What follows belongs to an exercise in optimizing a design on an open flow for small area, a short achievable clock period and few clock cycles; a production flow would make more cautious choices. Only simulation tests tie the RTL to the original design; equivalence was not proved. No activity file was given, so power comes from the tool's default toggle rates.

[flow/run.sh]
#!/bin/bash
set -euo pipefail
bash standard.sh SETUP_SLACK_MARGIN=7.5 finish > standard.log 2>&1
[design.v]
module fpc_compress (
    input  wire        clk,
    input  wire        rst,           
    input  wire        start,
    input  wire        cfg_w8,        
    output wire        start_ready,
    input  wire        in_valid,
    output wire        in_ready,
    input  wire [63:0] in_data,
    input  wire        in_last,
    output reg         out_valid,
    input  wire        out_ready,
    output reg  [63:0] out_data,
    output reg  [3:0]  out_bytes,
    output reg         out_last
);
    localparam [7:0] LEVEL = 8'd4;
    localparam [7:0] BYTE_ORDER = 8'd0;
    reg stall_r;
    wire run = !stall_r;
    wire stall_nx;
    reg        act;           
    reg        w8_cur;
    reg        par;           
    reg        first_pend;    
    reg        pad_pend;      
    reg        in_rdy_r, st_rdy_r;
    reg        i_vld, i_w8, i_e2, i_first, i_fin;
    reg [63:0] i_v;
    assign start_ready = st_rdy_r;
    assign in_ready    = in_rdy_r;
    wire start_go = start && st_rdy_r;
    wire in_go    = in_valid && in_rdy_r;
    wire pad_go   = pad_pend && run;
    wire act_nx   = start_go ? 1'b1 : (in_go && in_last) ? 1'b0 : act;
    wire pad_nx   = (in_go && in_last) ? !par : pad_go ? 1'b0 : pad_pend;
    wire i_vld_nx = run ? (in_go || pad_go) : i_vld;
    wire i_fin_nx = run ? (pad_go || (in_go && in_last && par)) : i_fin;
    always @(posedge clk) begin
        if (rst) begin
            act      <= 1'b0;
            pad_pend <= 1'b0;
            i_vld    <= 1'b0;
            in_rdy_r <= 1'b0;
            st_rdy_r <= 1'b1;
        end else begin
            act      <= act_nx;
            pad_pend <= pad_nx;
            in_rdy_r <= act_nx && !stall_nx;
            st_rdy_r <= !act_nx && !(pad_nx && stall_nx);
            if (start_go) begin
                w8_cur     <= cfg_w8;
                par        <= 1'b0;
                first_pend <= 1'b1;
            end
            if (in_go) begin
                par        <= !par;
                first_pend <= 1'b0;
            end
            i_vld <= i_vld_nx;
            i_fin <= i_fin_nx;
            if (run) begin
                i_w8    <= w8_cur;
                i_e2    <= pad_go || par;
                i_first <= first_pend;
                i_v     <= pad_go ? 64'd0 : (in_data & {{32{w8_cur}}, 32'hffffffff});
            end
        end
    end
    reg        a_vld, a_w8, a_e2, a_first, a_fin;
    reg [63:0] a_v;           
    reg [63:0] a_d;           
    reg [63:0] a_p;           
    reg        lv_fin;        
    wire        ld_a = run && i_vld;
    wire [63:0] p_in = lv_fin ? 64'd0 : a_v;
    wire [63:0] d_in = (lv_fin ? i_v : i_v - a_v) & {{32{i_w8}}, 32'hffffffff};
    always @(posedge clk) begin
        if (rst) begin
            a_vld  <= 1'b0;
            lv_fin <= 1'b1;
        end else begin
            if (run) begin
                a_vld   <= i_vld;
                a_w8    <= i_w8;
                a_e2    <= i_e2;
                a_first <= i_first;
                a_fin   <= i_fin;
            end
            if (ld_a) begin
                a_v    <= i_v;
                a_d    <= d_in;
                a_p    <= p_in;
                lv_fin <= i_fin;
            end
        end
    end
    reg [63:0] fcm_t  [0:15];
    reg [63:0] dfcm_t [0:15];
    reg [15:0] fcm_ok, dfcm_ok;
    reg [15:0] f_oh, d_oh, f_rd;
    reg [63:0] dt_r;
    reg [3:0]  fcm_h, dfcm_h;
    wire [63:0] wmask = {{32{a_w8}}, 32'hffffffff};
    wire [63:0] delta = a_d;
    wire [63:0] pd    = (dt_r + a_p) & wmask;
    wire [3:0] fcm_h_nx  = a_w8 ? a_v[51:48] : ({fcm_h[2:0], 1'b0} ^ a_v[25:22]);
    wire [3:0] dfcm_h_nx = a_w8 ? ({dfcm_h[1:0], 2'b00} ^ delta[43:40]) : delta[26:23];
    wire [15:0] fcm_ok_nx  = fcm_ok  | f_oh;
    wire [15:0] dfcm_ok_nx = dfcm_ok | d_oh;
    wire [15:0] f_oh_nx = 16'd1 << fcm_h_nx;
    wire [15:0] d_oh_nx = 16'd1 << dfcm_h_nx;
    reg [63:0] pf, dt_rd;
    integer k;
    always @(*) begin
        pf    = 64'd0;
        dt_rd = 64'd0;
        for (k = 0; k < 16; k = k + 1) begin
            pf    = pf    | (fcm_t[k]  & {64{f_rd[k]}});
            dt_rd = dt_rd | (dfcm_t[k] & {64{d_oh_nx[k] & dfcm_ok[k]}});
        end
    end
    wire [63:0] dt_nx = (dfcm_h_nx == dfcm_h) ? delta : dt_rd;
    wire b_go = a_vld && run;
    reg        b_vld, b_w8, b_e2, b_first, b_fin;
    reg [63:0] b_xf, b_xd;
    always @(posedge clk) begin
        for (k = 0; k < 16; k = k + 1)
            if (b_go && f_oh[k]) fcm_t[k] <= a_v;
        for (k = 0; k < 16; k = k + 1)
            if (b_go && d_oh[k]) dfcm_t[k] <= delta;
    end
    always @(posedge clk) begin
        if (rst) begin
            fcm_ok  <= 16'd0;
            dfcm_ok <= 16'd0;
            f_oh    <= 16'd1;
            d_oh    <= 16'd1;
            f_rd    <= 16'd0;
            dt_r    <= 64'd0;
            fcm_h   <= 4'd0;
            dfcm_h  <= 4'd0;
            b_vld   <= 1'b0;
        end else if (run) begin
            b_vld <= a_vld;
            if (a_vld) begin
                if (a_fin) begin
                    fcm_ok  <= 16'd0;
                    dfcm_ok <= 16'd0;
                    f_oh    <= 16'd1;
                    d_oh    <= 16'd1;
                    f_rd    <= 16'd0;
                    dt_r    <= 64'd0;
                    fcm_h   <= 4'd0;
                    dfcm_h  <= 4'd0;
                end else begin
                    fcm_ok  <= fcm_ok_nx;
                    dfcm_ok <= dfcm_ok_nx;
                    f_oh    <= f_oh_nx;
                    d_oh    <= d_oh_nx;
                    f_rd    <= f_oh_nx & fcm_ok_nx;
                    dt_r    <= dt_nx;
                    fcm_h   <= fcm_h_nx;
                    dfcm_h  <= dfcm_h_nx;
                end
            end
            b_w8    <= a_w8;
            b_e2    <= a_e2;
            b_first <= a_first;
            b_fin   <= a_fin;
            b_xf    <= pf ^ a_v;
            b_xd    <= pd ^ a_v;
        end
    end
    function [7:0] topz;
        input [63:0] x;
        integer i;
        reg     all;
        begin
            all = 1'b1;
            for (i = 7; i >= 0; i = i - 1) begin
                all = all & (x[8*i +: 8] == 8'd0);
                topz[7 - i] = all;
            end
        end
    endfunction
    wire [7:0]  tzf   = topz(b_xf);
    wire [7:0]  tzd   = topz(b_xd);
    wire        sel_d = |(tzd & ~tzf);         
    wire [7:0]  tzn   = tzd | tzf;             
    wire [63:0] res   = sel_d ? b_xd : b_xf;
    reg [2:0] code;
    reg [3:0] tl;
    always @(*) begin
        casez ({b_w8, tzn})
            9'b1_0000_0000: begin code = 3'd0; tl = 4'd8; end
            9'b1_0000_0001: begin code = 3'd1; tl = 4'd7; end
            9'b1_0000_0011: begin code = 3'd2; tl = 4'd6; end
            9'b1_0000_0111: begin code = 3'd3; tl = 4'd5; end
            9'b1_0000_1111: begin code = 3'd3; tl = 4'd5; end
            9'b1_0001_1111: begin code = 3'd4; tl = 4'd3; end
            9'b1_0011_1111: begin code = 3'd5; tl = 4'd2; end
            9'b1_0111_1111: begin code = 3'd6; tl = 4'd1; end
            9'b1_1111_1111: begin code = 3'd7; tl = 4'd0; end
            9'b0_???0_????: begin code = 3'd0; tl = 4'd4; end
            9'b0_??01_????: begin code = 3'd1; tl = 4'd3; end
            9'b0_?011_????: begin code = 3'd2; tl = 4'd2; end
            9'b0_0111_????: begin code = 3'd3; tl = 4'd1; end
            9'b0_1111_????: begin code = 3'd4; tl = 4'd0; end
            default:        begin code = 3'd0; tl = 4'd8; end
        endcase
    end
    reg        s_f, s_fin;
    reg [2:0]  s_code;
    reg [3:0]  s_tl;
    reg [63:0] s_x;
    always @(posedge clk) begin
        if (run && b_vld) begin
            s_f    <= sel_d;
            s_fin  <= b_fin;
            s_code <= code;
            s_tl   <= tl;
            s_x    <= res;
        end
    end
    reg b_pend;
    integer j;
    wire hdr_go = run && b_vld && b_first;
    wire a_go   = run && b_vld && b_e2;
    wire bb_sel = b_pend && (s_tl != 4'd0);
    wire bb_go  = run && bb_sel;
    wire ch_go  = hdr_go || a_go || bb_go;
    wire both   = bb_go && s_fin && hdr_go;
    wire b_gt8  = ({2'b00, tb} + {1'b0, s_tl}) > 5'd8;
    wire [23:0] hdr3 = {BYTE_ORDER, LEVEL, b_w8 ? 8'd8 : 8'd4};
    reg [71:0] ch;
    reg [3:0]  ch_len;
    reg        ch_fin;
    always @(*) begin
        if (bb_sel) begin
            ch     = {8'd0, s_x};
            ch_len = s_tl;
            ch_fin = s_fin;
        end else if (b_e2) begin
            ch     = {s_x, 8'd0};    
            ch_len = s_tl + 4'd1;
            ch_fin = b_fin && (tzf[7] || tzd[7]);
        end else begin
            ch     = {48'd0, hdr3};
            ch_len = 4'd3;
            ch_fin = 1'b0;
        end
    end
    reg [63:0] wd [0:2];
    reg [63:0] od;            
    reg [2:0]  full, lastf;
    reg [3:0]  nb [0:2];
    reg [1:0]  tw;
    reg [2:0]  tb;
    reg [7:0]  tb_oh;         
    reg [7:0]  tb_ge;         
    always @(*) begin
        out_valid = full[0];
        out_data  = od;
        out_bytes = nb[0];
        out_last  = lastf[0];
    end
    wire         emit = full[0] && out_ready;
    wire [4:0]   sum  = {2'b00, tb} + {1'b0, ch_len};
    wire [7:0]   hbyte = {s_f, s_code, sel_d, code};
    wire         h_ins = !b_pend && b_e2;
    reg  [127:0] win;
    always @(*) begin
        win = {56'd0, ch} << {tb, 3'b000};
        for (j = 0; j < 8; j = j + 1)
            if (h_ins && tb_oh[j]) win[8*j +: 8] = win[8*j +: 8] | hbyte;
    end
    function [16:0] pk;
        input       fin;
        input       go;
        input [4:0] sm;
        input [2:0] tbo;
        reg [1:0] adv;
        reg       lo_full, hi_full, lo_last, hi_last;
        reg [3:0] lo_nb, hi_nb;
        reg [2:0] tbn;
        begin
            adv = 2'd0; lo_full = 1'b0; hi_full = 1'b0; lo_last = 1'b0; hi_last = 1'b0;
            lo_nb = 4'd8; hi_nb = 4'd8; tbn = tbo;
            if (go) begin
                if (fin) begin
                    tbn     = 3'd0;
                    lo_full = 1'b1;
                    if (sm > 5'd8) begin
                        adv     = 2'd2;
                        hi_full = 1'b1;
                        hi_last = 1'b1;
                        hi_nb   = sm[3:0] - 4'd8;
                    end else begin
                        adv     = 2'd1;
                        lo_last = 1'b1;
                        lo_nb   = sm[3:0];
                    end
                end else begin
                    tbn = sm[2:0];
                    if (sm[4]) begin
                        adv = 2'd2; lo_full = 1'b1; hi_full = 1'b1;
                    end else if (sm[3]) begin
                        adv = 2'd1; lo_full = 1'b1;
                    end
                end
            end
            pk = {adv, lo_full, hi_full, lo_last, hi_last, lo_nb, hi_nb, tbn};
        end
    endfunction
    wire [16:0] pk0 = pk(1'b0, ch_go, sum, tb);
    wire [16:0] pk1 = pk(1'b1, ch_go, sum, tb);
    wire [16:0] pks = ch_fin ? pk1 : pk0;
    wire [1:0] adv     = pks[16:15];
    wire       lo_full = pks[14];
    wire       hi_full = pks[13];
    wire       lo_last = pks[12];
    wire       hi_last = pks[11];
    wire [3:0] lo_nb   = pks[10:7];
    wire [3:0] hi_nb   = pks[6:3];
    wire [2:0] tb_nx   = pks[2:0];
    reg [63:0] x0 [0:2];
    reg [63:0] x1 [0:2];
    reg [3:0]  nb0 [0:2];
    reg [3:0]  nb1 [0:2];
    reg [2:0]  lf0, lf1;
    always @(*) begin
        for (k = 0; k < 3; k = k + 1) begin
            x0[k]  = wd[k];
            nb0[k] = nb[k];
            lf0[k] = lastf[k];
            if (ch_go && tw == k) begin
                for (j = 0; j < 8; j = j + 1)
                    if (tb_ge[j]) x0[k][8*j +: 8] = win[8*j +: 8];
                if (lo_full) begin nb0[k] = lo_nb; lf0[k] = lo_last; end
            end
            if (ch_go && tw + 2'd1 == k) begin
                x0[k] = win[127:64];
                if (hi_full) begin nb0[k] = hi_nb; lf0[k] = hi_last; end
            end
            if (both && (b_gt8 ? tw + 2'd2 == k : tw + 2'd1 == k))
                x0[k][23:0] = hdr3;
            x1[k]  = (k < 2) ? wd[k + 1] : wd[k];
            nb1[k] = (k < 2) ? nb[k + 1] : nb[k];
            lf1[k] = (k < 2) ? lastf[k + 1] : lastf[k];
            if (ch_go && tw == k + 1) begin
                for (j = 0; j < 8; j = j + 1)
                    if (tb_ge[j]) x1[k][8*j +: 8] = win[8*j +: 8];
                if (lo_full) begin nb1[k] = lo_nb; lf1[k] = lo_last; end
            end
            if (ch_go && tw == k) begin
                x1[k] = win[127:64];
                if (hi_full) begin nb1[k] = hi_nb; lf1[k] = hi_last; end
            end
            if (both && (b_gt8 ? tw + 2'd1 == k : tw == k))
                x1[k][23:0] = hdr3;
        end
    end
    wire [1:0] tw_00 = tw + pk0[16:15];
    wire [1:0] tw_01 = tw + pk0[16:15] - 2'd1;
    wire [1:0] tw_10 = tw + pk1[16:15];
    wire [1:0] tw_11 = tw + pk1[16:15] - 2'd1;
    wire [1:0] tw_nx = ch_fin ? (emit ? tw_11 : tw_10) : (emit ? tw_01 : tw_00);
    wire both_nx = run ? (b_vld && b_e2 && b_fin && a_vld && a_first)
                       : (b_pend && s_fin && b_vld && b_first);
    wire [2:0] tb_a   = tb + 3'd1 + s_tl[2:0];
    wire [3:0] room_a = 4'd8 - {1'b0, tb_a};
    wire       b_fits = run ? (tl <= room_a) : !b_gt8;
    assign stall_nx = tw_nx[1] ||
                      (both_nx && tw_nx != 2'd0 && !(tw_nx == 2'd1 && b_fits));
    always @(posedge clk) begin
        for (k = 0; k < 3; k = k + 1) begin
            wd[k]    <= emit ? x1[k]  : x0[k];
            nb[k]    <= emit ? nb1[k] : nb0[k];
            lastf[k] <= emit ? lf1[k] : lf0[k];
        end
    end
    always @(posedge clk)
        od <= (tw_nx != 2'd0) ? (emit ? x1[0] : x0[0]) : 64'd0;
    always @(posedge clk) begin
        if (rst) begin
            full    <= 3'b000;
            tw      <= 2'd0;
            tb      <= 3'd0;
            tb_oh   <= 8'd1;
            tb_ge   <= 8'hff;
            stall_r <= 1'b0;
            b_pend  <= 1'b0;
        end else begin
            tw      <= tw_nx;
            tb      <= both ? 3'd3 : tb_nx;
            tb_oh   <= both ? 8'h08 : 8'd1 << tb_nx;
            tb_ge   <= both ? 8'hf8 : 8'hff << tb_nx;
            stall_r <= stall_nx;
            if (run)
                b_pend <= a_go;
            full[0] <= (tw_nx != 2'd0);
            full[1] <= tw_nx[1];
            full[2] <= (tw_nx == 2'd3);
        end
    end
endmodule
[standard.sh]
#!/bin/bash
# synth_recipe.tcl (not shown) runs the flow's synth.tcl, then flattens the netlist and writes it again
# the make line also repeats each setting of config.mk as NAME=value (left out here)
make -C /OpenROAD-flow-scripts/flow DESIGN_CONFIG=/design/flow/config.mk WORK_HOME=/design/flow/orfs CLKGATE_MAP_FILE= SYNTH_SCRIPT=/design/flow/synth_recipe.tcl "${@:-finish}"
[constraint.sdc]
create_clock -name core_clock -period 11.0 [get_ports {clk}]
set_input_delay 2.2000 -clock core_clock [delete_from_list [all_inputs] [get_ports {clk}]]
set_output_delay 2.2000 -clock core_clock [all_outputs]
set_load 0.01 [all_outputs]
[config.mk]
export PLATFORM = sky130hd
export DESIGN_NAME = fpc_compress
export DESIGN_NICKNAME = fpc_compress
export VERILOG_FILES = /design/flow/design.v
export SDC_FILE = /design/flow/constraint.sdc
export NUM_CORES = 4
export LEC_CHECK = 0
export CAP_MARGIN = 20
export CORE_MARGIN = 2
export CORE_UTILIZATION = 40
export PLACE_DENSITY = 0.6
export SLEW_MARGIN = 20
==> results of run 1 <==
==> routing by layer <==
layer | vias up | GRT usage [%]
met3 | 917 | 4.34
met1 | 43800 | 36.4
met5 | - | 0
met2 | 5193 | 41.8
li1 | 36000 | -
met4 | 2 | 11.3
==> cells by family after synthesis <==
logic type,Yosys count,share of synthesized area [%]
AND/OR/NAND/NOR,2088,7.98
AO/OA/AOI/OAI,2528,14.9
XOR/XNOR,262,1.88
adder cells (fa/ha/maj),147,1.54
flip-flops,2972,69.9
buffers and inverters,712,2.26
multiplexers,187,1.58
==> repair_timing <==
action                     4_1_cts  5_1_grt
gates cloned                    33       14
setup endpoints to repair      939      544
gates resized for setup       1004      708
pin swaps                      174      281
setup buffers                  293      173
==> through the flow <==
step / hold slack [ns] / total power, mW / area [um2] / utilization [%]
after floorplan: 0.400 / 15.0 / 122000 / -
after global placement: 0.406 / 15.8 / 128000 / 42.1
after detailed placement: 0.422 / 15.9 / 128000 / 42.1
after CTS: 0.421 / 26.6 / 143000 / 47.2
after global routing: 0.431 / 27.8 / 148000 / 48.7
final: 0.419 / 27.0 / 148000 / 48.7
==> cells in the final DEF, fill, tap and decap left out, types with 61 or more instances in the layout <==
cell,Yosys,layout
and2_1,187,102
clkbuf_16,0,326
o211ai_1,61,61
buf_4,4,454
a22o_1,351,345
xnor2_1,204,194
nand2_1,696,649
o21ai_1,23,70
a221oi_1,335,324
dfxtp_1,388,317
a21oi_1,551,437
mux2i_1,145,88
clkbuf_1,421,73
nor2_1,622,567
a21oi_2,3,91
nand3_1,124,114
o21ai_0,277,150
a22oi_1,359,301
clkdlybuf4s50_1,0,68
and3_1,76,61
a21o_1,94,90
nand4_1,158,158
inv_1,117,90
and2_4,1,84
edfxtp_1,2584,2584
a222oi_1,70,70
buf_6,1,142
ha_1,142,98
==> sequential cells by signal, indices dropped and copies added (netlist names), 4 cells and up <==
| signal | flops |
|---|---|
| a_d | 64 |
| a_p | 64 |
| a_v | 64 |
| b_xd | 64 |
| b_xf | 64 |
| d_oh | 16 |
| dfcm_h | 4 |
| dfcm_ok | 16 |
| dfcm_t | 1024 |
| dt_r | 64 |
| f_oh | 16 |
| f_rd | 16 |
| fcm_ok | 16 |
| fcm_t | 1024 |
| i_v | 64 |
| nb | 12 |
| od | 64 |
| s_tl | 4 |
| s_x | 64 |
| tb_ge | 6 |
| tb_oh | 8 |
| wd | 192 |
==> where the power goes <==
group          leakage [nW]  internal (mW)  total (mW)  switching, mW
clock                  4.82           5.92        10.4           4.44
combinational          18.5           1.50        3.40           1.90
sequential             26.8           12.9        13.3          0.353
==> worst paths after layout <==
check | startpoint | endpoint | slack [ns] | cells after the start
worst max-delay path | s_tl[1] | od[3] | 6.48 | 22
worst min-delay path | i_e2 | a_e2 | 0.42 | 0
worst max register to register | s_tl[1] | od[3] | 6.48 | 22
worst min register to register | i_e2 | a_e2 | 0.42 | 0
==> layout make-up <==
class	count	area (um2)
Inverter	123	513
Clock buffer	407	8430
Tap cell	3978	4980
Sequential cell	2972	85500
Multi-Input combinational cell	5235	39400
Antenna cell	20	50.0
Timing Repair inverter	2	17.5
Fill cell	25700	155000
Clock inverter	146	1430
Timing Repair Buffer	766	7460
==> critical path, stage by stage (launching register included) <==
cell	delay [ns]
edfxtp_1	0.42
inv_2	0.11
ha_4	0.13
or3b_4	0.41
and2_4	0.18
buf_6	0.11
a21boi_4	0.21
inv_2	0.06
fa_2	0.56
inv_2	0.05
o31a_1	0.29
or2_4	0.25
nor2_4	0.11
ha_4	0.17
xor2_4	0.16
xnor2_2	0.14
a31oi_1	0.12
a21oi_2	0.19
a21oi_4	0.05
buf_12	0.16
nand2b_4	0.17
buf_12	0.15
and2_1	0.15
==> synthesized netlist by cell type (11+ instances only) <==
library cell,instances
inv_1,117
o21ai_1,23
buf_1,121
dfxtp_1,388
a222oi_1,70
mux2_2,42
mux2i_1,145
buf_2,40
nor2_1,622
o211ai_1,61
nand4_1,158
o31ai_1,18
and3_1,76
a21oi_1,551
o21ai_0,277
nor2b_1,33
a22oi_1,359
a2111oi_0,18
a22o_1,351
nor4_1,43
or2_2,11
edfxtp_1,2584
clkbuf_1,421
xor2_1,58
nand2_1,696
a21o_1,94
o221ai_1,53
nand2b_1,30
o21bai_1,24
a211oi_1,87
nand3_1,124
xnor2_1,204
o22ai_1,26
a31oi_1,34
nor3_1,48
o21a_1,22
ha_1,142
or3_1,13
a221oi_1,335
and2_1,187
a2bb2oi_1,11
==> summary.md, run 1 <==
| Metric | Value |
|---|---|
| Status | `no timing/DRC/antenna violations` |
| Syn-to-layout area delta | `21.0%` |
| Die height | `557 um` |
| First drt pass iteration count | `7` |
| Final WS setup | `6.48 ns` |
| Ys async rst share | `0%` |
| Worst Clk Skew | `0.103 ns` |
| Worst Setup End Kind | `register` |
| Pin count of the biggest net entering global routing | `142` |
| Syn Inst Count | `8896` |
| Final Net Count | `9630` |
| Drt wl/cell | `31.6 um` |
| Tcrit/Tclk final | `41.1%` |
| Number of global-route vias before repair | `80500` |
| Clk slew on worst S/H paths | `0.06 ns` |
| Remaining antenna violation count after routing | `0` |
| Worst Hold Class | `register to register` |
| RSZ-0062 raised after global routing | `true` |
| Synth unique cells | `92` |
| CTS tree | `done` |
| Endpoints failing hold | `0` |
| Post-CTS Hold Buffers | `0` |
| Slew Limit Fails | `0` |
| Post-Syn Nets | `9114` |
| Number of remaining DRC errors | `0` |
| VDD IR max | `0.114 mV` |
| GP Congestion | `0.959` |
| Synth Area per Inst | `13.7 um2` |
| Routed wire length on met2 | `198000 um` |
| CP Max Fanout | `10` |
| Via count | `85800` |
| Yosys warnings | `9` |
| Final TNS setup | `0 ns` |
| Max clock buf depth | `4` |
| Register area share after synthesis | `69.9%` |
| # setup viols final | `0` |
| Actual slew at the worst max-slew pin | `1.32 ns` |
| Grt ovf | `0` |
| Pwr per Cell Area | `183 nW/um2` |
| Fmax | `221 MHz` |
| Clock latency (worst-skew pair) | `0.91 ns` |
| WP data arrival | `5.23 ns` |
| Worst EP required | `11.72 ns` |
| CTS Sinks | `2972` |
| Starting DRT DRC Count | `12300` |
| Initial Utilization | `40.3%` |
| Post-synth top area cell | `edfxtp_1` |
| Die ar. | `310000 um2` |
| Final Non-Filler Cells | `13600` |
| TritonCTS buffer count | `312` |
| H-tree Lvls | `5` |
| Top-area cell type share of the netlist area | `63.5%` |
| First-pass GRT wire length | `596000 um` |
| Row Count | `202` |
| Met3 wire length | `42900 um` |
| Share of cells above drive strength 1 | `22.1%` |
| WL final | `431000 um` |
| Pre-CTS setup slack | `5.08 ns` |
| Detailed placer's ending HPWL | `242000 um` |
| Synth area leaders | `edfxtp_1 64%, dfxtp_1 6.4%, a22o_1 2.5%` |
| Tmin final | `4.52 ns` |
| GR Util All Layers | `26.5%` |
| Top FF cell, synth | `edfxtp_1` |
| # IOs | `143` |
| Relative slew margins | `12.1%` |
| Initial antenna violation count | `17` |
| Port Buf Inserts | `142` |
| Critical setup path kind | `register to register` |
| Synth Cell Area | `122000 um2` |
| Die width | `557 um` |
| Placed cell count | `12600` |
| Leak | `50.1 nW` |
| Crit path launch type | `register` |
| Max-cap violations | `0` |
| Metal1 wirelength | `169000 um` |
| Max Used Layer | `met5` |
| Via density | `6.29` |
| Core area | `303000 um2` |
| Synth Register Bits | `2972` |
| Clock root buffer | `clkbuf_16` |
| Post-synth EDFFs | `2584` |
Testbench counts, summed over its fixed seeds: cycles 8,120.
==> run 2, diff against run 1 <==
==> flow/run.sh (replaced) <==
#!/bin/bash
set -euo pipefail
bash standard.sh SETUP_SLACK_MARGIN=7.75 finish > standard.log 2>&1
==> summary.md, run 2 <==
| Metric | Value |
|---|---|
| Most frequent cells in the layout | `2584 x edfxtp_1, 604 x nand2_1, 553 x nor2_1` |
| Reg area | `85600 um2 (about the same)` |
| CTS tree | `done` |
| Final Net Count | `9750 (+1.2%)` |
| Row Count | `202 (unchanged)` |
| Synth Area per Inst | `13.7 um2 (unchanged)` |
| Endpoints failing hold | `0 (unchanged)` |
| Synth Register Bits | `2972 (unchanged)` |
| Via count | `86300 (+0.51%)` |
| Die height | `557 um (unchanged)` |
| Initial Utilization | `40.3% (unchanged)` |
| Detailed placer's ending HPWL | `235000 um (-2.8%)` |
| Tcrit/Tclk final | `41.0% (-0.099 points)` |
| RSZ-0062 raised after global routing | `true` |
| # setup viols final | `0 (unchanged)` |
| Top-area cell type share of the netlist area | `63.5% (unchanged)` |
| Slew Limit Fails | `0 (unchanged)` |
| Syn Inst Count | `8896 (unchanged)` |
| Commonest non-fill, non-tap cell in the layout | `edfxtp_1` |
| Die ar. | `310000 um2 (unchanged)` |
| Placed cell count | `12600 (-0.080%)` |
| Most frequent cells after synthesis | `2584 x edfxtp_1, 696 x nand2_1, 622 x nor2_1` |
| First-pass GRT wire length | `601000 um (+0.77%)` |
| Crit path largest cell delay | `0.40 ns (-0.16 ns)` |
| WL final | `431000 um (-0.10%)` |
| Synth Cell Area | `122000 um2 (unchanged)` |
| Regs by FF count | `dfcm_t (1024), fcm_t (1024), wd (192)` |
| Pwr per Cell Area | `182 nW/um2 (-0.18%)` |
| Post-synth EDFFs | `2584 (unchanged)` |
| Post-synth top area cell | `edfxtp_1` |
| Footprint of the multi-input gates | `40900 um2 (+3.7%)` |
| Number of remaining DRC errors | `0 (unchanged)` |
| Clk slew on worst S/H paths | `0.06 ns (about the same)` |
| Hold path start | `a_e2` |
| Via density | `6.26 (-0.48%)` |
| Actual slew at the worst max-slew pin | `1.17 ns (-0.146 ns)` |
| Worst-path cell chain | `inv_2 -> ha_4 -> or3b_4 -> and2_4 -> buf_6 -> a21boi_4 -> buf_6 -> inv_2 -> fa_2 -> xnor2_4 -> o31a_1 -> or2_4 -> nor2_4 -> ha_4 -> xor2_4 -> xnor2_2 -> a31oi_2 -> a21oi_2 -> a21oi_4 -> buf_12 -> nand2b_4 -> and2_4` |
| Tmin final | `4.51 ns (-0.0109 ns)` |
| Share of cells above drive strength 1 | `25.4% (+3.3 points)` |
| Clock root buffer | `clkbuf_16` |
| Worst r2r src | `s_tl[0]` |
| GR Util All Layers | `26.7% (+0.17 points)` |
| Grt ovf | `0 (unchanged)` |
| Fmax | `222 MHz (+0.24%)` |
| Relative slew margins | `21.8% (+9.7 points)` |
| Worst Clk Skew | `0.114 ns (+0.0105 ns)` |
| # IOs | `143 (unchanged)` |
| Starting DRT DRC Count | `11800 (-4.4%)` |
| Register area share after synthesis | `69.9% (unchanged)` |
| Fillers | `25400 (-1.0%)` |
| Post-Syn Nets | `9114 (unchanged)` |
| Final Non-Filler Cells | `13800 (+0.99%)` |
| Max clock buf depth | `4 (unchanged)` |
| First drt pass iteration count | `10 (+3)` |
| H-tree Lvls | `5 (unchanged)` |
| CP max stage cell | `edfxtp_1` |
| Top FF cell, synth | `edfxtp_1` |
| Leak | `51.3 nW (+2.5%)` |
| Die width | `557 um (unchanged)` |
| Crit path launch type | `register` |
| WP data arrival | `5.27 ns (+0.04 ns)` |
| Worst Hold Class | `register to register` |
| Initial antenna violation count | `19 (+2)` |
| GP Congestion | `0.933 (-2.7%)` |
| Max-cap violations | `0 (unchanged)` |
| Core area | `303000 um2 (unchanged)` |
| Worst EP required | `11.76 ns (+0.04 ns)` |
| Worst Setup End Kind | `register` |
| Synth unique cells | `92 (unchanged)` |
| Crit path from | `s_tl[0]` |
| Ys async rst share | `0% (unchanged)` |
| Most common cell in the synthesized netlist | `edfxtp_1` |
| CTS Sinks | `2972 (unchanged)` |
| TritonCTS buffer count | `317 (+1.6%)` |
| VDD IR max | `0.133 mV (+17%)` |
| Syn-to-layout area delta | `23.7%` |
| Synth area leaders | `edfxtp_1 64%, dfxtp_1 6.4%, a22o_1 2.5%` |
| Remaining antenna violation count after routing | `0 (unchanged)` |
| Drt wl/cell | `31.3 um (-1.1%)` |
| Clock latency (worst-skew pair) | `0.92 ns (about the same)` |
| Number of global-route vias before repair | `82400 (+2.3%)` |
| Pin count of the biggest net entering global routing | `86 (-39%)` |
| Port Buf Inserts | `142 (unchanged)` |
| Final TNS setup | `0 ns (unchanged)` |
| Status | `no timing/DRC/antenna violations` |
| Yosys warnings | `9 (unchanged)` |
| Critical setup path kind | `register to register` |
| CP Max Fanout | `8 (-2)` |
-- run 2: cell counts after synthesis --
No cell type changed its count.
-- run 2: worst paths after layout --
path,end,slack (ns),depth (start not counted)
worst min register to register,b_e2,0.42,0
worst min-delay path,b_e2,0.42,0
worst max-delay path,od[29],6.49,22
worst max register to register,od[29],6.49,22
-- run 2: cell families (layout without fill, tap and decap cells) --
group | Yosys count | count (layout) | synth area share [%]
simple gates | 2088 | 2118 | 7.98
xor+xnor | 262 | 262 | 1.88
flops | 2972 | 2972 | 69.9
other cells | 0 | 24 | 0
mux | 187 | 187 | 1.58
fa+ha+maj | 147 | 147 | 1.54
compound gates | 2528 | 2529 | 14.9
buf+inv | 712 | 1567 | 2.26
-- run 2: per-stage QoR --
step                hold slack (ns)  utilization, %  worst slack [ns]  instance area [um2]  power (mW)
finish                        0.420            49.8              6.49               151000        27.6
global placement              0.411            42.2              4.96               128000        15.9
CTS                           0.422            48.5              6.45               147000        27.2
detailed placement            0.409            42.2              5.08               128000        15.9
floorplan                     0.400               -              4.92               123000        15.1
global route                  0.439            49.8              6.36               151000        28.3
-- run 2: what timing repair did --
action                                   CTS  global route
gates cloned                              49             7
buffers inserted                         426           156
endpoints found under the setup margin   985           712
gates resized for setup                 1466           614
hold buffers                               0             0
pin swaps                                324           296
-- run 2: layout make-up --
type | instances | area share (%)
diodes | 24 | 0.0398
inverters | 123 | 0.325
clock inverters | 163 | 1.15
well taps | 3978 | 3.29
multi-input cells | 5243 | 27.1
repair buffers | 875 | 5.77
flip-flops and latches | 2972 | 56.6
clock buffers | 406 | 5.72
-- run 2: metal layers --
layer | routed length, um | vias up | GRT usage (%) | part of all wire (%)
met3 | 41800 | 1009 | 4.44 | 9.7
met4 | 24400 | 2 | 12.6 | 5.7
met2 | 195000 | 5105 | 41.9 | 45
met5 | 16 | - | 0 | 0.0037
li1 | - | 36300 | - | -
met1 | 169000 | 43900 | 36.1 | 39
-- run 2: worst max-delay path, delay by kind of cell (launching register included) --
family | cells | cell delay, ns
buffers and inverters | 5 | 0.56
xor gates and xnor gates | 3 | 0.44
adders and majority gates | 3 | 0.67
DFF | 1 | 0.40
AOI/OAI and AO/OA | 5 | 0.94
and+or+nand+nor | 6 | 1.44
-- run 2: power by group --
part | switching (mW) | internal (mW) | total (mW)
logic | 1.97 | 1.56 | 3.53
clock network | 4.49 | 6.28 | 10.8
registers | 0.358 | 12.9 | 13.3
total | 6.82 | 20.8 | 27.6
==> run 3, diff against run 2 <==
--- a/design.v
+++ b/design.v
@@ -381,7 +381,7 @@
         end
     end
     always @(posedge clk)
-        od <= (tw_nx != 2'd0) ? (emit ? x1[0] : x0[0]) : 64'd0;
+        od <= rst ? 64'd0 : (emit ? x1[0] : x0[0]);
     always @(posedge clk) begin
         if (rst) begin
             full    <= 3'b000;
==> flow/run.sh (replaced) <==
#!/bin/bash
set -euo pipefail
bash standard.sh SETUP_SLACK_MARGIN=7.5 finish > standard.log 2>&1
==> summary.md, run 3 <==
| Metric | Value |
|---|---|
| Status | `no timing/DRC/antenna violations` |
| GP Congestion | `0.945 (+1.4%)` |
| Internal reg-to-reg setup slack | `6.83 ns (+0.34 ns)` |
| Max clock buf depth | `4 (unchanged)` |
| Post-CTS Hold Buffers | `0 (unchanged)` |
| Number of global-route vias before repair | `81100 (-1.6%)` |
| Crit path launch type | `register` |
| Worst Hold Class | `register to register` |
| First-pass GRT wire length | `587000 um (-2.3%)` |
| Yosys warnings | `9 (unchanged)` |
| # setup viols final | `0 (unchanged)` |
| Slew Limit Fails | `0 (unchanged)` |
| Top-area cell type share of the netlist area | `63.3% (-0.20 points)` |
| Min-Delay Path Depth | `0 (unchanged)` |
| Row Count | `203 (+0.50%)` |
| Final TNS setup | `0 ns (unchanged)` |
| Clk slew on worst S/H paths | `0.06 ns (about the same)` |
| Die ar. | `311000 um2 (+0.31%)` |
| TritonCTS buffer count | `321 (+1.3%)` |
| CTS Sinks | `2972 (unchanged)` |
| Ys async rst share | `0% (unchanged)` |
| Drt wl/cell | `30.5 um (-2.3%)` |
| Via count | `85400 (-1.0%)` |
| VDD IR max | `0.125 mV (-6.4%)` |
| H-tree Lvls | `5 (unchanged)` |
| Final WS setup | `6.83 ns (+0.340 ns)` |
| WL final | `422000 um (-2.1%)` |
| RSZ-0062 raised after global routing | `true` |
| CTS tree | `done` |
| Most frequent cells after synthesis | `2584 x edfxtp_1, 727 x nand2_1, 593 x nor2_1` |
| Worst Setup End Kind | `register` |
| Synth Register Bits | `2972 (unchanged)` |
| Final Net Count | `9654 (-0.98%)` |
| Synth unique cells | `93 (+1.1%)` |
| Core area | `305000 um2 (+0.66%)` |
| # IOs | `143 (unchanged)` |
| Share of cells above drive strength 1 | `20.1% (-5.4 points)` |
| Initial antenna violation count | `16 (-3)` |
| WP data arrival | `4.97 ns (-0.30 ns)` |
| Synth Cell Area | `123000 um2 (+0.31%)` |
| Post-Syn Nets | `9200 (+0.94%)` |
| Remaining antenna violation count after routing | `0 (unchanged)` |
| Final Non-Filler Cells | `13800 (+0.21%)` |
| Worst EP required | `11.81 ns (+0.05 ns)` |
| Relative slew margins | `20.3% (-1.4 points)` |
| Regs by FF count | `dfcm_t (1024), fcm_t (1024), wd (192)` |
| Hold EP | `b_e2` |
| Leak | `49.9 nW (-2.9%)` |
| Max-cap violations | `0 (unchanged)` |
| GR Util All Layers | `26.0% (-0.71 points)` |
| Pin count of the biggest net entering global routing | `123 (+43%)` |
| Die height | `557 um (+0.15%)` |
| Most frequent cells in the layout | `2584 x edfxtp_1, 686 x nand2_1, 558 x nor2_1` |
| Synth Area per Inst | `13.6 um2 (-0.65%)` |
| Critical setup path kind | `register to register` |
| Worst-case reg-to-reg path depth | `22 (unchanged)` |
| Pre-CTS setup slack | `5.50 ns (+0.423 ns)` |
| Post-synth top area cell | `edfxtp_1` |
| Placed cell count | `12800 (+1.7%)` |
| Clock root buffer | `clkbuf_16` |
| RR Endpoint | `st_rdy_r` |
| Via density | `6.18 (-1.3%)` |
| Syn-to-layout area delta | `20.2%` |
| Hold path start | `a_e2` |
| Register area share after synthesis | `69.7% (-0.21 points)` |
| Tmin final | `4.17 ns (-0.340 ns)` |
| Most common cell in the synthesized netlist | `edfxtp_1` |
| Number of remaining DRC errors | `0 (unchanged)` |
| First drt pass iteration count | `9 (-1)` |
| Port Buf Inserts | `142 (unchanged)` |
| Top FF cell, synth | `edfxtp_1` |
| CP Max Fanout | `4 (-4)` |
| Syn Inst Count | `8982 (+0.97%)` |
| Actual slew at the worst max-slew pin | `1.19 ns (+0.0212 ns)` |
| Final instance area | `147000 um2 (-2.5%)` |
| Worst r2r src | `s_tl[1]` |
| Initial Utilization | `40.1% (-0.14 points)` |
| Post-synth EDFFs | `2584 (unchanged)` |
| Worst Clk Skew | `0.0853 ns (-0.0285 ns)` |
| Clock latency (worst-skew pair) | `0.94 ns (+0.02 ns)` |
| Detailed placer's ending HPWL | `233000 um (-0.77%)` |
| Die width | `557 um (+0.15%)` |
| Endpoints failing hold | `0 (unchanged)` |
| Starting DRT DRC Count | `11500 (-2.1%)` |
| Tcrit/Tclk final | `37.9% (-3.1 points)` |
| Fmax | `240 MHz (+8.1%)` |
| Grt ovf | `0 (unchanged)` |
| Dpl cell area | `128000 um2 (+0.35%)` |
| Pwr per Cell Area | `191 nW/um2 (+4.7%)` |
| Synth area leaders | `edfxtp_1 63%, dfxtp_1 6.3%, a22o_1 2.7%` |
| Commonest non-fill, non-tap cell in the layout | `edfxtp_1` |
| Post-Route Utilization | `48.2% (-1.6 points)` |
## run 3: what timing repair did
item                                    CTS  global route
endpoints found under the setup margin  841           636
gates cloned                             18            13
pin swaps                               172           235
buffers inserted                        260           155
resized for setup                       941           511
## run 3: area by class of cell
type / count / area (um2)
Fill cell: 26100 / 158000
Sequential cell: 2972 / 85500
Multi-Input combinational cell: 5308 / 38700
Clock buffer: 420 / 8770
Timing Repair Buffer: 714 / 6750
Tap cell: 4100 / 5130
Clock inverter: 173 / 1830
Inverter: 119 / 484
Antenna cell: 7 / 17.5
## run 3: worst max path at each step
stage                         start         to  slack (ns)  cells past startpoint
after detailed placement  out_ready  wd[2][32]        5.50                      7
after CTS                   s_tl[1]   st_rdy_r        6.92                     21
final                       s_tl[1]   st_rdy_r        6.83                     22
after global routing        s_tl[1]   st_rdy_r        6.67                     21
after floorplan                 rst       a_e2        4.92                      4
after global placement    out_ready  wd[2][32]        5.47                      7
## run 3: power by group
part           internal [mW]  leakage, nW  switching [mW]
Sequential              13.1         26.8           0.467
Combinational           1.54         17.9            2.16
Clock                   6.27         5.16            4.60
## run 3: routing by layer
layer  vias to the layer above  routed length, um  share of wire [%]  global-route usage [%]
li1                      36200                  -                  -                       -
met4                        10              25200                6.0                    13.7
met1                     43400             164000                 39                    34.8
met2                      4860             193000                 46                    40.9
met3                       944              39300                9.3                    3.84
met5                         -                 67              0.016                       0
## run 3: cell families (layout without fill, tap and decap cells)
group,after synthesis,count (layout),synth area share [%]
multiplexers,193,193,1.64
AND/OR/NAND/NOR,2137,2150,8.09
other,0,7,0
flip-flops,2972,2972,69.7
adder cells (fa/ha/maj),147,147,1.53
AO/OA/AOI/OAI,2570,2570,15.1
buffers and inverters,715,1426,2.22
XOR/XNOR,248,248,1.77
## run 3: critical path, stage by stage (launching register included)
cell      delay [ns]
edfxtp_1        0.42
inv_2           0.10
ha_4            0.13
or3b_4          0.41
buf_4           0.18
a21oi_4         0.19
a21oi_2         0.08
ha_2            0.20
buf_4           0.13
a21o_1          0.16
a21oi_2         0.18
xnor2_2         0.11
o31a_1          0.14
or2_4           0.24
nor2_2          0.10
ha_1            0.26
nor2_1          0.16
xnor2_1         0.18
a31oi_1         0.14
o21ai_1         0.21
o21a_1          0.20
nor2b_1         0.06
nor2_1          0.09
## run 3: metrics by stage
step	hold slack, ns	power, mW
finish	0.423	28.1
detailed placement	0.405	16.7
CTS	0.418	27.8
global placement	0.412	16.6
floorplan	0.400	15.6
global route	0.435	29.0
Testbench counts of run 3, summed over its fixed seeds: cycles 8,120.
==> run 4, diff against run 3 <==
--- a/design.v
+++ b/design.v
@@ -252,7 +252,6 @@
         end
     end
     reg [63:0] wd [0:2];
-    reg [63:0] od;            
     reg [2:0]  full, lastf;
     reg [3:0]  nb [0:2];
     reg [1:0]  tw;
@@ -261,7 +260,7 @@
     reg [7:0]  tb_ge;         
     always @(*) begin
         out_valid = full[0];
-        out_data  = od;
+        out_data  = wd[0];
         out_bytes = nb[0];
         out_last  = lastf[0];
     end
@@ -380,8 +379,6 @@
             lastf[k] <= emit ? lf1[k] : lf0[k];
         end
     end
-    always @(posedge clk)
-        od <= rst ? 64'd0 : (emit ? x1[0] : x0[0]);
     always @(posedge clk) begin
         if (rst) begin
             full    <= 3'b000;
==> summary.md, run 4 <==
| Metric | Value |
|---|---|
| Footprint of the multi-input gates | `37100 um2 (-4.1%)` |
| H-tree Lvls | `5 (unchanged)` |
| Die ar. | `305000 um2 (-1.9%)` |
| First drt pass iteration count | `8 (-1)` |
| Worst EP required | `11.69 ns (-0.12 ns)` |
| Hold path start | `a_e2` |
| Relative slew margins | `20.6% (+0.23 points)` |
| Grt ovf | `0 (unchanged)` |
| Internal reg-to-reg setup slack | `7.02 ns (+0.19 ns)` |
| CTS tree | `done` |
| Via count | `81900 (-4.0%)` |
| Top-area cell type share of the netlist area | `66.2% (+2.8 points)` |
| Synth Cell Area | `120000 um2 (-1.9%)` |
| Actual slew at the worst max-slew pin | `1.19 ns (-0.00342 ns)` |
| Register area share after synthesis | `70.5% (+0.83 points)` |
| Worst Setup End Kind | `register` |
| Max clock buf depth | `4 (unchanged)` |
| Share of cells above drive strength 1 | `19.7% (-0.32 points)` |
| Max-cap violations | `0 (unchanged)` |
| Post-Syn Nets | `8740 (-5.0%)` |
| Crit path largest cell delay | `0.44 ns (+0.02 ns)` |
| Synth Area per Inst | `14.1 um2 (+3.4%)` |
| Drt wl/cell | `30.9 um (+1.3%)` |
| Worst Clk Skew | `0.108 ns (+0.0225 ns)` |
| GR Util All Layers | `25.4% (-0.63 points)` |
| Initial antenna violation count | `13 (-3)` |
| Number of global-route vias before repair | `77900 (-4.0%)` |
| WP data arrival | `4.67 ns (-0.30 ns)` |
| Most frequent cells after synthesis | `2648 x edfxtp_1, 635 x nor2_1, 523 x nand2_1` |
| Most common cell in the synthesized netlist | `edfxtp_1` |
| Status | `no timing/DRC/antenna violations` |
| Row Count | `201 (-0.99%)` |
| Fillers | `25600 (-2.2%)` |
| Worst-path cell chain | `nor4_4 -> nand4_1 -> buf_6 -> nor3_4 -> and3_4 -> nor3_2 -> a211o_1 -> ha_1 -> nor2b_2 -> o21ai_0 -> nand2b_1 -> a21oi_1 -> a41o_1 -> mux2i_1 -> nand3_1 -> o21a_1 -> and2_1` |
| Leak | `48.2 nW (-3.3%)` |
| RSZ-0062 raised after global routing | `true` |
| VDD IR max | `0.109 mV (-12%)` |
| Endpoints failing hold | `0 (unchanged)` |
| Worst r2r src | `b_xd[49]` |
| Ys async rst share | `0% (unchanged)` |
| Crit path launch type | `register` |
| Hold EP | `b_e2` |
| Syn Inst Count | `8522 (-5.1%)` |
| Post-synth top area cell | `edfxtp_1` |
| Commonest non-fill, non-tap cell in the layout | `edfxtp_1` |
| GP Congestion | `0.959 (+1.5%)` |
| Most frequent cells in the layout | `2648 x edfxtp_1, 597 x nor2_1, 493 x nand2_1` |
| Syn-to-layout area delta | `19.4%` |
| Tmin final | `3.98 ns (-0.189 ns)` |
| Die width | `552 um (-0.96%)` |
| RR Endpoint | `in_rdy_r` |
| WL final | `407000 um (-3.4%)` |
| Yosys warnings | `9 (unchanged)` |
| Top FF cell, synth | `edfxtp_1` |
| Number of remaining DRC errors | `0 (unchanged)` |
| Synth unique cells | `91 (-2.2%)` |
| TritonCTS buffer count | `310 (-3.4%)` |
| Core area | `299000 um2 (-2.0%)` |
| Min-Delay Path Depth | `0 (unchanged)` |
| Final TNS setup | `0 ns (unchanged)` |
| Final Net Count | `9182 (-4.9%)` |
| Regs by FF count | `dfcm_t (1024), fcm_t (1024), wd (192)` |
| Clock latency (worst-skew pair) | `0.90 ns (-0.04 ns)` |
| # IOs | `143 (unchanged)` |
| First-pass GRT wire length | `567000 um (-3.4%)` |
| Critical setup path kind | `register to register` |
| Fmax | `251 MHz (+4.7%)` |
| CP max stage cell | `edfxtp_1` |
| Post-synth EDFFs | `2648 (+2.5%)` |
| Detailed placer's ending HPWL | `227000 um (-2.7%)` |
| Pwr per Cell Area | `183 nW/um2 (-4.3%)` |
| Clk slew on worst S/H paths | `0.06 ns (about the same)` |
| Via density | `6.22 (+0.65%)` |
| Initial Utilization | `40.2% (about the same)` |
| # setup viols final | `0 (unchanged)` |
| Synth area leaders | `edfxtp_1 66%, dfxtp_1 4.3%, a22o_1 2.6%` |
| WHS | `0.435 ns (+0.0123 ns)` |
| Pin count of the biggest net entering global routing | `153 (+24%)` |
| Remaining antenna violation count after routing | `0 (unchanged)` |
| CP Max Fanout | `3 (-1)` |
| Starting DRT DRC Count | `11700 (+1.2%)` |
| Reg area | `84800 um2 (-0.86%)` |
| Worst-case reg-to-reg path depth | `17 (-23%)` |
| Synth Register Bits | `2908 (-2.2%)` |
| CTS Sinks | `2908 (-2.2%)` |
| Clock root buffer | `clkbuf_16` |
| Tcrit/Tclk final | `36.2% (-1.7 points)` |
| Worst Hold Class | `register to register` |
| Slew Limit Fails | `0 (unchanged)` |
| Die height | `552 um (-0.96%)` |
| Port Buf Inserts | `142 (unchanged)` |
run 4: cell count changes after synthesis, moves of 42 or more:
cell	before	now
edfxtp_1	2584	2648
nand2_1	727	523
nor2_1	593	635
dfxtp_1	388	260
o21ai_0	340	253
nor2b_1	83	32
mux2_2	38	97
run 4: stage by stage:
step                      instance area (um2)  power, mW  instances  util (%)  setup slack, ns
final                                  143000       26.2      13200      47.9             7.02
after global placement                 126000       15.5      12200      42.0             5.70
after detailed placement               126000       15.6      12200      42.0             5.70
after floorplan                        121000       14.7       8522         -             4.92
after CTS                              140000       25.9      13000      46.7             7.06
after global routing                   143000       27.0      13200      47.9             6.83
run 4: where the power goes:
group	total, mW	switching [mW]	internal (mW)
clock	10.2	4.38	5.81
sequential	13.1	0.376	12.7
combinational	2.98	1.75	1.22
total	26.2	6.51	19.7
run 4: what timing repair did:
action                                  in CTS  in global routing
gates cloned                                20                 16
pin swaps                                  173                244
resized for setup                          770                559
setup buffers                              244                154
hold buffers                                 0                  0
endpoints found under the setup margin     916                680
run 4: worst max-delay path by stage:
stage	slack, ns	from	endpoint
2_1_floorplan	4.92	rst	a_e2
3_3_place_gp	5.70	out_ready	wd[2][36]
3_5_place_dp	5.70	out_ready	wd[2][39]
4_1_cts	7.06	b_xf[25]	in_rdy_r
5_1_grt	6.83	s_tl[0]	in_rdy_r
6_report	7.02	b_xd[49]	in_rdy_r
run 4: final cells by class:
type	count	area share [%]
diodes	7	0.0122
clock buffers	399	5.74
clock inverters	155	1.05
inverters	121	0.336
multi-input cells	4950	25.9
flip-flops and latches	2908	59.1
well taps	3958	3.45
repair buffers	673	4.42
run 4: kinds of logic after synthesis:
| family | share of synthesized area, % |
|---|---|
| buf+inv | 2.15 |
| fa+ha+maj | 1.56 |
| simple gates | 7.17 |
| xor+xnor | 1.90 |
| mux | 2.28 |
| compound gates | 14.4 |
| flops | 70.5 |
run 4: layer usage:
| layer | up-vias | share of wire, % | routed length (um) | GRT usage, % |
|---|---|---|---|---|
| li1 | 34600 | - | - | - |
| met2 | 4727 | 46 | 189000 | 40.4 |
| met5 | - | 0.0071 | 29 | 0 |
| met4 | 4 | 4.9 | 19900 | 11.4 |
| met1 | 41800 | 39 | 159000 | 34.4 |
| met3 | 772 | 9.6 | 39200 | 3.80 |
run 4: worst max-delay path: cells and delay by family (launching register included):
kind                     cells  cell delay (ns)
buffers and inverters        1             0.18
AO/OA/AOI/OAI                5             0.87
adder cells (fa/ha/maj)      1             0.31
flip-flops                   1             0.44
AND/OR/NAND/NOR              9             1.85
multiplexers                 1             0.14
Testbench counts of run 4, summed over its fixed seeds: cycles 8,120.

[separate check: timing with driven ports]
In the flow no input, the clock included, has a driving cell. The finished layouts below were timed again as built, in two steps.
Step 1 sets driving cells, clkbuf_16 on the clock port and buf_2 on the other inputs (assumed; they add their load-dependent delay and slew).
Step 2 moves the port delays by t, midway between the first and last clock arrival at a register: inputs arrive t later, outputs are due t later. That takes back most of the time a late clock gives input paths.
Slacks: ideal / step 1 / step 2; pairs: ideal / step 1.
run | shift t [ns] | setup slack, ns | hold WS [ns] | slew at the worst register clock pin (ns)
run 1 | 0.954 | 6.483 / 6.483 / 6.479 | 0.419 / 0.419 / 0.419 | 0.07 / 0.07
run 2 | 0.955 | 6.494 / 6.494 / 6.494 | 0.420 / 0.420 / 0.420 | 0.07 / 0.07
run 3 | 1.014 | 6.833 / 6.833 / 6.627 | 0.423 / 0.423 / 0.423 | 0.07 / 0.07
run 4 | 0.960 | 7.022 / 7.022 / 6.304 | 0.435 / 0.435 / 0.435 | 0.07 / 0.07
After both steps every run listed still meets setup and hold. For run 4, which loses most, drivers alone change the setup slack by 0.000 ns; drivers and shift together by -0.718 ns.
